From an optimization exercise on the open Yosys and OpenROAD flow, aimed at small area, a short achievable clock period and few clock cycles per item; shortcuts taken in it are not production practice.
In this exercise RTL edits were held to simulation tests only and were not proved equivalent to the original.
No activity file was given, so power comes from the tool's default toggle rates.

run A:
## xarm_codec_a
module xarm_codec_a (
    input  wire        clk,
    input  wire        rst,
    input  wire        req_valid,
    output wire        req_ready,
    input  wire [7:0]  req_op,
    input  wire [7:0]  req_cmd,
    input  wire [7:0]  req_n,
    input  wire [7:0]  req_rxn,
    input  wire [15:0] req_dur,
    input  wire        in_valid,
    output wire        in_ready,
    input  wire [7:0]  in_data,
    output wire        out_valid,
    input  wire        out_ready,
    output wire [7:0]  out_data,
    output wire        out_last,
    output wire        resp_valid,
    input  wire        resp_ready,
    output wire [7:0]  resp_status,
    output wire [7:0]  resp_reason,
    output wire [15:0] resp_val
);
Size: ~110 I/O pins, about 0.022 mm^2 of cells after synthesis.
clock: 6.5 ns
lec_check: 0
cap_margin: 20
core_margin: 2
core_utilization: 40
cts_buf_list: sky130_fd_sc_hd__clkbuf_4 sky130_fd_sc_hd__clkbuf_8
setup_slack_margin: 3.9
slew_margin: 20
tns_end_percent: 0
standard.sh (not shown) runs the stock make flow with config.mk's settings and CLKGATE_MAP_FILE= SYNTH_SCRIPT=/design/flow/synth_recipe.tcl, a recipe that flattens the netlist after the stock synthesis.
==> flow/flow/run.sh <==
#!/bin/bash
# The standard layout, with plain buf_2 cells as the port buffers instead of
# the delay cells buffer_ports picks on its own.
set -euo pipefail
export BUFFER_PORTS_ARGS="-buffer_cell sky130_fd_sc_hd__buf_2"
bash standard.sh > standard_flow.log 2>&1
Testbench counts of run A, summed over its fixed seeds: cycles 160,886, items 3,200.
Input-level comparison between run B and run A:
# run A
export LEC_CHECK = 0
export CAP_MARGIN = 20
export CORE_MARGIN = 2
export CORE_UTILIZATION = 40
export CTS_BUF_LIST = sky130_fd_sc_hd__clkbuf_4 sky130_fd_sc_hd__clkbuf_8
export SETUP_SLACK_MARGIN = 3.9
export SLEW_MARGIN = 20
export TNS_END_PERCENT = 0
create_clock -name core_clock -period 6.5 [get_ports {clk}]
# run B
export LEC_CHECK = 0
export CAP_MARGIN = 20
export CORE_MARGIN = 2
export CORE_UTILIZATION = 40
export CTS_BUF_LIST = sky130_fd_sc_hd__clkbuf_4 sky130_fd_sc_hd__clkbuf_8
export SETUP_SLACK_MARGIN = 4.2
export SLEW_MARGIN = 20
create_clock -name core_clock -period 6.5 [get_ports {clk}]
==> run notes <==
Run B: all stages complete, timing, DRC and antenna checks passed
Run A ended with every stage complete and zero timing, DRC or antenna violations.
Changes observed in run B relative to run A: final period utilization went down 1.4 points, power up about 7%, final worst setup slack grew by 0.090 ns, portion of total power attributed to the clock network lower, count of cell instances traversed by the critical path higher.
On final-layout non-clock buffer area share: run B sits above run A.
Here is what was changed in the inputs of run C compared with run B.
# run B
export LEC_CHECK = 0
export CAP_MARGIN = 20
export CORE_MARGIN = 2
export CORE_UTILIZATION = 40
export CTS_BUF_LIST = sky130_fd_sc_hd__clkbuf_4 sky130_fd_sc_hd__clkbuf_8
export SETUP_SLACK_MARGIN = 4.2
export SLEW_MARGIN = 20
create_clock -name core_clock -period 6.5 [get_ports {clk}]
# run C
export LEC_CHECK = 0
export CAP_MARGIN = 20
export CORE_MARGIN = 2
export CORE_UTILIZATION = 40
export CTS_BUF_LIST = sky130_fd_sc_hd__clkbuf_4 sky130_fd_sc_hd__clkbuf_8
export SETUP_SLACK_MARGIN = 4.2
export SLEW_MARGIN = 20
export TNS_END_PERCENT = 5
create_clock -name core_clock -period 6.5 [get_ports {clk}]
==> run notes <==
| highest fanout seen on the critical path | higher: run C |
Global-route wire length before repair in run C is about 4.3% lower than in run B
Run C finished end to end and its layout was clean on timing, DRC and antenna.
Clock-buffer cell count on run C is down relative to run B.
Final total power (higher): run B
Comparing run C and run B, the lower global routing usage on met2 is on run C.
Run C vs run B, worst setup path startpoint: req_op[5] vs flen[2]
Taking run B as the reference, in run C maximum frequency now sits lower; post-CTS clock slew at the launch and capture registers of the worst setup and hold paths held steady.
#### Input delta (run D over run C)
# run C
export LEC_CHECK = 0
export CAP_MARGIN = 20
export CORE_MARGIN = 2
export CORE_UTILIZATION = 40
export CTS_BUF_LIST = sky130_fd_sc_hd__clkbuf_4 sky130_fd_sc_hd__clkbuf_8
export SETUP_SLACK_MARGIN = 4.2
export SLEW_MARGIN = 20
export TNS_END_PERCENT = 5
create_clock -name core_clock -period 6.5 [get_ports {clk}]
# run D
export LEC_CHECK = 0
export CAP_MARGIN = 20
export CORE_MARGIN = 2
export CORE_UTILIZATION = 40
export CTS_BUF_LIST = sky130_fd_sc_hd__clkbuf_4 sky130_fd_sc_hd__clkbuf_8
export SETUP_SLACK_MARGIN = 3.9
export SLEW_MARGIN = 20
export TNS_END_PERCENT = 2
create_clock -name core_clock -period 6.5 [get_ports {clk}]
## What came out
First-pass iteration count of the detailed router for run D: 2 up relative to run C
Run D supports a lower top clock frequency than run C.
For run C, the critical path class was input pin to flip-flop, unlike run D, where it was flip-flop to flip-flop.
Changes observed in run D relative to run C: total power of the final layout went up by 58 uW; routed wire length decreased 1500 um; count of cells resized by post-cts repair dropped 41; area growth from synthesis to final layout lost 2.1 points.

---

== amber ==
xarm_codec_a again, from the RTL that the note above started with.
Design xarm_codec_a, start of the top module:
module xarm_codec_a (
    input  wire        clk,
    input  wire        rst,
    input  wire        req_valid,
    output wire        req_ready,
    input  wire [7:0]  req_op,
    input  wire [7:0]  req_cmd,
    input  wire [7:0]  req_n,
    input  wire [7:0]  req_rxn,
    input  wire [15:0] req_dur,
    input  wire        in_valid,
    output wire        in_ready,
    input  wire [7:0]  in_data,
    output wire        out_valid,
    input  wire        out_ready,
    output wire [7:0]  out_data,
    output wire        out_last,
    output wire        resp_valid,
    input  wire        resp_ready,
    output wire [7:0]  resp_status,
    output wire [7:0]  resp_reason,
    output wire [15:0] resp_val
);
export LEC_CHECK = 0
export CAP_MARGIN = 20
export CORE_MARGIN = 2
export CORE_UTILIZATION = 40
export CTS_BUF_LIST = sky130_fd_sc_hd__clkbuf_4 sky130_fd_sc_hd__clkbuf_8
export SETUP_SLACK_MARGIN = 3.9
export SLEW_MARGIN = 20
export TNS_END_PERCENT = 30
create_clock -name core_clock -period 6.5 [get_ports {clk}]
Scripts as last shown in full above: flow/flow/run.sh
The flow did not stop early for amber: all stages ran, and the layout cleared the timing, design-rule and antenna checks.
Testbench counts of amber, summed over its fixed seeds: cycles 160,886, items 3,200.
Changes in onyx relative to amber:
--- a/flow/config.mk
+++ b/flow/config.mk
@@ -14 +14 @@
-export TNS_END_PERCENT = 30
+export TNS_END_PERCENT = 10
Notes after the runs:
onyx against amber: global routing usage on met1 rose by 0.64 points; stage delay of the slowest cell on the critical path stayed essentially flat; multi-input combinational cell count stayed essentially flat; wire length of the first global-routing pass rose by 820 µm. When onyx is measured against amber, its layout clock buffer count turns out 1 lower. Final cell area: onyx below amber.
### onyx -> nickel
--- a/flow/config.mk
+++ b/flow/config.mk
@@ -10 +10 @@
-export CORE_UTILIZATION = 40
+export CORE_UTILIZATION = 50
@@ -14 +13,0 @@
-export TNS_END_PERCENT = 10
Findings:
- nickel reports its top layer used by detailed routing as met5 while onyx reports met4.
- nickel reports a higher reported combinational group power than onyx does.
- Route | nickel vs onyx | wire shorter in nickel
- nickel vs onyx — critical path arrival rose 0.11 ns.
Here is what was changed in the inputs of raven compared with nickel.
--- a/flow/config.mk
+++ b/flow/config.mk
@@ -10,2 +10 @@
-export CORE_UTILIZATION = 50
-export CTS_BUF_LIST = sky130_fd_sc_hd__clkbuf_4 sky130_fd_sc_hd__clkbuf_8
+export CORE_UTILIZATION = 40
met3 track utilization from global routing ends up higher on nickel. nickel -> raven: mux contribution to synthesized area flat. Re filler cell count in the final layout: raven is 34% up on nickel. nickel and raven ended up with roughly the same post-synthesis instance area. Delta (raven minus nickel): number of setup violations in the final report level; shortest clock period the worst path allows after layout went down; post-CTS setup buffer count rose about 34%.
### raven -> tundra
--- a/flow/config.mk
+++ b/flow/config.mk
@@ -10,0 +11 @@
+export CTS_BUF_LIST = sky130_fd_sc_hd__clkbuf_4 sky130_fd_sc_hd__clkbuf_8
Results
tundra went all the way through the flow, and no timing, DRC or antenna check failed.
Changes observed in tundra relative to raven: combined area of the multi-input logic cells has decreased, part of the power in registers has increased.
Taking raven as the reference, in tundra part of the total power dissipated in combinational logic climbed 0.4 points, ratio of final minimum period to clock period barely changed, critical path depth dropped 1, register fraction of the total cell area climbed 1.0 points.
Modified inputs, sierra compared to tundra
--- a/flow/config.mk
+++ b/flow/config.mk
@@ -8 +8 @@
-export CAP_MARGIN = 20
+export CAP_MARGIN = 0
@@ -13 +13 @@
-export SLEW_MARGIN = 20
+export SLEW_MARGIN = 0
### Flow results
Comparing tundra against sierra, there is no change at all in number of diodes added for antenna fixing. Comparing tundra against sierra, there is no change at all in sequential share of layout area. Fraction of synthesis flops using an asynchronous set or reset pin delta (sierra -> tundra): insignificant. Number of max-cap violations came out exactly the same in sierra and tundra. As far as cell row count goes, tundra and sierra are indistinguishable; the numbers are identical.

==> what the ideal ports hide <==
Ports are ideal in the flow. The routed layouts listed here were re-timed in OpenROAD. Step 1, drivers: a clkbuf_16 drives clk and a buf_2 each remaining input, both assumed. Step 2, shift: input delay + t, output delay - t, t = (earliest + latest rising clock arrival at the registers) / 2. This alone moves slack from input paths to output paths. Three values: ideal ports, drivers, drivers and shift; two values: the first two.
run	t (ns)	setup slack, ns	hold WS [ns]	latest minus earliest clock arrival (ns)
run A	0.716	3.688 / 3.699 / 3.010	0.522 / 0.522 / 0.522	0.033 / 0.033
run B	0.698	3.778 / 3.778 / 3.169	0.520 / 0.520 / 0.520	0.043 / 0.042
run C	0.720	3.662 / 3.663 / 2.974	0.518 / 0.518 / 0.518	0.047 / 0.047
run D	0.710	3.649 / 3.649 / 3.025	0.532 / 0.532 / 0.532	0.051 / 0.051
amber	0.702	3.721 / 3.721 / 3.065	0.540 / 0.540 / 0.540	0.056 / 0.057
onyx	0.700	3.699 / 3.699 / 3.056	0.530 / 0.530 / 0.530	0.042 / 0.043
nickel	0.669	3.720 / 3.720 / 3.202	0.529 / 0.529 / 0.529	0.038 / 0.039
raven	0.643	3.738 / 3.738 / 3.244	0.529 / 0.529 / 0.529	0.027 / 0.028
tundra	0.690	3.732 / 3.732 / 3.218	0.522 / 0.522 / 0.522	0.031 / 0.031
sierra	0.690	3.732 / 3.732 / 3.218	0.522 / 0.522 / 0.522	0.031 / 0.031
After both steps setup and hold are still met in every run listed. For run C, which loses most, drivers alone change the setup slack by +0.001 ns; drivers and shift together by -0.688 ns.
